Context: an optimization exercise on an open-source flow, tuned for small area. The choices shown serve that exercise and are no tape-out recipe.
The RTL was checked by simulation tests, not by an equivalence proof against the original design.
Power figures rest on the tool's default switching activity, not on a simulated workload.

## north
Design lkg, start of the top module:
module lkg (
    input  wire        clk,
    input  wire        rst,           
    input  wire        cmd_valid,
    output wire        cmd_ready,
    input  wire [47:0] cmd_data,
    output wire        rsp_valid,
    input  wire        rsp_ready,
    output wire [1:0]  rsp_status,
    output wire [31:0] rsp_data
);
Size in the first run: about 610 cells after synthesis, ~88 I/O pins.
==> flow/config.mk <==
export PLATFORM = sky130hd
export DESIGN_NAME = lkg
export DESIGN_NICKNAME = lkg
export VERILOG_FILES = /design/flow/design.v
export SDC_FILE = /design/flow/constraint.sdc
export NUM_CORES = 4
export LEC_CHECK = 0
export CAP_MARGIN = 20
export CORE_MARGIN = 2
export CORE_UTILIZATION = 55
export SLEW_MARGIN = 20
==> flow/constraint.sdc <==
create_clock -name core_clock -period 10.0 [get_ports {clk}]
set_input_delay 2.0000 -clock core_clock [delete_from_list [all_inputs] [get_ports {clk}]]
set_output_delay 2.0000 -clock core_clock [all_outputs]
set_load 0.01 [all_outputs]
standard.sh (not shown) runs the stock make flow with config.mk's settings and CLKGATE_MAP_FILE= SYNTH_SCRIPT=/design/flow/synth_recipe.tcl, a recipe that flattens the netlist after the stock synthesis.
==> flow/flow/run.sh <==
#!/bin/bash
# Layout flow: the standard flow, with three changes.
#  1. After the standard synthesis, the combinational logic is re-mapped by
#     ABC for area (flow/reopt.ys, flow/area.abc), in four runs with different
#     seeds; the smallest netlist is kept. The registers stay as the standard
#     synthesis made them (same cells, same instance names); only the logic
#     between them is re-mapped.
#  2. Ports are buffered with sky130_fd_sc_hd__buf_1 instead of the default
#     buffer cell.
#  3. The clock tree uses clkbuf_8 buffers and no dummy loads.
# Each tool's output goes to a log file of its own in this folder.
set -uo pipefail
R=orfs/results/sky130hd/lkg/base
LIB=$FLOW_HOME/platforms/sky130hd/lib/sky130_fd_sc_hd__tt_025C_1v80.lib

bash standard.sh synth > log_synth_std.txt 2>&1 || { tail -50 log_synth_std.txt; exit 1; }
cp $R/1_2_yosys.v std_synth.v

# Registers (cell type and instance name) of a netlist
regs() { grep -E "^\s*sky130_fd_sc_hd__(s?e?df|dl)\w+ " "$1" | awk '{print $1, $2}' | sort; }
regs std_synth.v > regs_std.txt

best=""; best_area=""
pids=""
for s in 1 2 3 4; do
  mkdir -p reopt_$s
  sed "s#@LIB@#$LIB#g; s#@SEED@#$s#g; s#@IN@#../std_synth.v#g" flow/reopt.ys > reopt_$s/reopt.ys
  sed "s#@SEED@#$s#g" flow/area.abc > reopt_$s/area.abc
  (cd reopt_$s && yosys -q -l ../log_reopt_$s.txt -s reopt.ys > /dev/null 2>&1) &
  pids="$pids $!"
done
for p in $pids; do wait $p; done
for s in 1 2 3 4; do
  a=$(grep "Chip area" log_reopt_$s.txt 2>/dev/null | tail -1 | grep -oE "[0-9]+\.[0-9]+$")
  [[ -n "$a" && -s reopt_$s/reopt_out.v ]] || continue
  regs reopt_$s/reopt_out.v > reopt_$s/regs.txt
  cmp -s regs_std.txt reopt_$s/regs.txt || { echo "seed $s: registers differ, skipped" >> log_reopt_pick.txt; continue; }
  echo "seed $s: area $a" >> log_reopt_pick.txt
  if [[ -z "$best" ]] || awk "BEGIN{exit !($a < $best_area)}"; then best=$s; best_area=$a; fi
done
if [[ -n "$best" ]]; then
  echo "picked seed $best ($best_area)" >> log_reopt_pick.txt
  cp reopt_$best/reopt_out.v $R/1_2_yosys.v
  touch $R/1_2_yosys.v
  rm -f $R/1_synth.odb
  bash standard.sh synth > log_synth_odb.txt 2>&1 || { tail -50 log_synth_odb.txt; exit 1; }
else
  echo "re-mapping failed, keeping the standard netlist" >> log_reopt_pick.txt
fi

export BUFFER_PORTS_ARGS="-buffer_cell sky130_fd_sc_hd__buf_1"
export CTS_ARGS="-sink_clustering_enable -repair_clock_nets -buf_list sky130_fd_sc_hd__clkbuf_8 -dont_use_dummy_load"
bash standard.sh finish > log_finish.txt 2>&1 || { tail -50 log_finish.txt; exit 1; }
Other scripts of this flow, unchanged in this note and not shown: flow/flow/area.abc, flow/flow/reopt.ys
north went all the way through the flow, and no timing, DRC or antenna check failed.
### north -> south
--- a/flow/design.v
+++ b/flow/design.v
@@ -69,46 +69,48 @@
     wire w_seeda = acc & d_sda & z16;
     wire w_lda   = acc & d_lda & z17;
     wire w_tapa  = acc & d_wta & z17;
     wire w_seedb = acc & d_sdb & z24;
     wire w_ldb   = acc & d_ldb & z25;
     wire w_tapb  = acc & d_wtb & z25;
     wire        fb_a = ^(ra & ta);
     wire        fb_b = ^(rb & tb);
     wire [7:0]  xa = rev8(ra[7:0]);
     wire [7:0]  yb = rev8(rb[7:0]);
     wire [7:0]  sum;
     wire        c8;
-    assign {c8, sum} = {1'b0, xa} + {1'b0, yb} + {8'd0, cy};
+    wire        g_x = (k == K_EA) | (k == K_NX);
+    wire        g_y = (k == K_EB) | (k == K_NX);
+    wire        g_c = (k == K_NX);
+    assign {c8, sum} = {1'b0, xa & {8{g_x}}} + {1'b0, yb & {8{g_y}}} + {8'd0, cy & g_c};
     wire        sh     = ~pend & k[3] & (k[1] | k[0]);
     wire        step_a = sh & k[0];
     wire        step_b = sh & k[1];
     wire        sh_end = (cnt == 3'd7);
     wire        hold_a = ~(step_a | w_init | w_seeda | w_lda);
     wire        hold_b = ~(step_b | w_init | w_seedb | w_ldb);
     wire        upd_c  = take & (k == K_NX);
     wire        k_end  = sh & sh_end;
     wire        hold_k = ~(acc | k_end);
     wire        hold_c = ~(upd_c | w_init | w_setc);
     assign cmd_ready  = ~pend & ~sh & ~rst;
     assign rsp_valid  = pend & ~rst;
     assign rsp_status = (k == K_ILL) ? 2'd1 : (k == K_UNI) ? 2'd2 : 2'd0;
     wire s_rdc = (k == K_RDC), s_rda = (k == K_RDA), s_rta = (k == K_RTA),
          s_rdb = (k == K_RDB), s_rtb = (k == K_RTB), s_st  = (k == K_RDST),
          s_ea  = (k == K_EA),  s_eb  = (k == K_EB),  s_nx  = (k == K_NX);
     assign rsp_data = ({32{s_rdc}} & {31'd0, cy}) | ({32{s_rda}} & {15'd0, ra}) |
                       ({32{s_rta}} & {15'd0, ta}) | ({32{s_rdb}} & {7'd0, rb}) |
                       ({32{s_rtb}} & {7'd0, tb})  | ({32{s_st}}  & {29'd0, cv, bv, av}) |
-                      ({32{s_ea}}  & {24'd0, xa}) | ({32{s_eb}}  & {24'd0, yb}) |
-                      ({32{s_nx}}  & {24'd0, sum});
+                      ({32{s_ea | s_eb | s_nx}} & {24'd0, sum});
     always @(posedge clk) begin
         if (rst) begin
             ta   <= TAPS_A_REF;
             tb   <= TAPS_B_REF;
         end else begin
             if (w_tapa) ta <= o[16:0];
             if (w_tapb) tb <= o[24:0];
         end
         pend <= ~rst & (acc | (pend & ~take));
         cnt  <= {3{~rst}} & (sh ? cnt + 3'd1 : cnt);
         av   <= ~rst & (av | w_init | w_seeda | w_lda);
         bv   <= ~rst & (bv | w_init | w_seedb | w_ldb);
--- outcome ---
- Final area of south exceeds that of north slightly.
- Clock insertion delay at the later pin of the skew report essentially unchanged between north and south.
- In terms of synthesized area, south and north differ only marginally.
- Taking north as the reference, in south cell count along the critical path climbed 8, relative slew slack climbed 9.1 points, maximum number of pins on one net before global-route repair dropped about 6.5%, peak ir drop on the vdd network climbed about 35%.
- On number of tapcells, south and north are neck and neck.

[static timing again, ports no longer ideal]
No port has a modelled driver above. Below, the same layouts with a new extraction and two added sets of constraints.
Step 1: set_driving_cell puts a clkbuf_16 on clk and a buf_2 on each other input, an assumption about the parent block.
Step 2 times the ports against the registers' clock, not the clock port: input delays grow and output delays shrink by t, the midpoint of the rising clock arrivals with the driver on.
Three values: ideal, step 1, step 2; two values: the first two.
| run | shift t [ns] | slack for setup (ns) | worst setup path at the end |
|---|---|---|---|
| north | 0.394 | 4.714 / 4.676 / 4.873 | input to register |
| south | 0.389 | 3.366 / 3.333 / 3.722 | register to output |
After both steps every run listed still meets setup and hold.
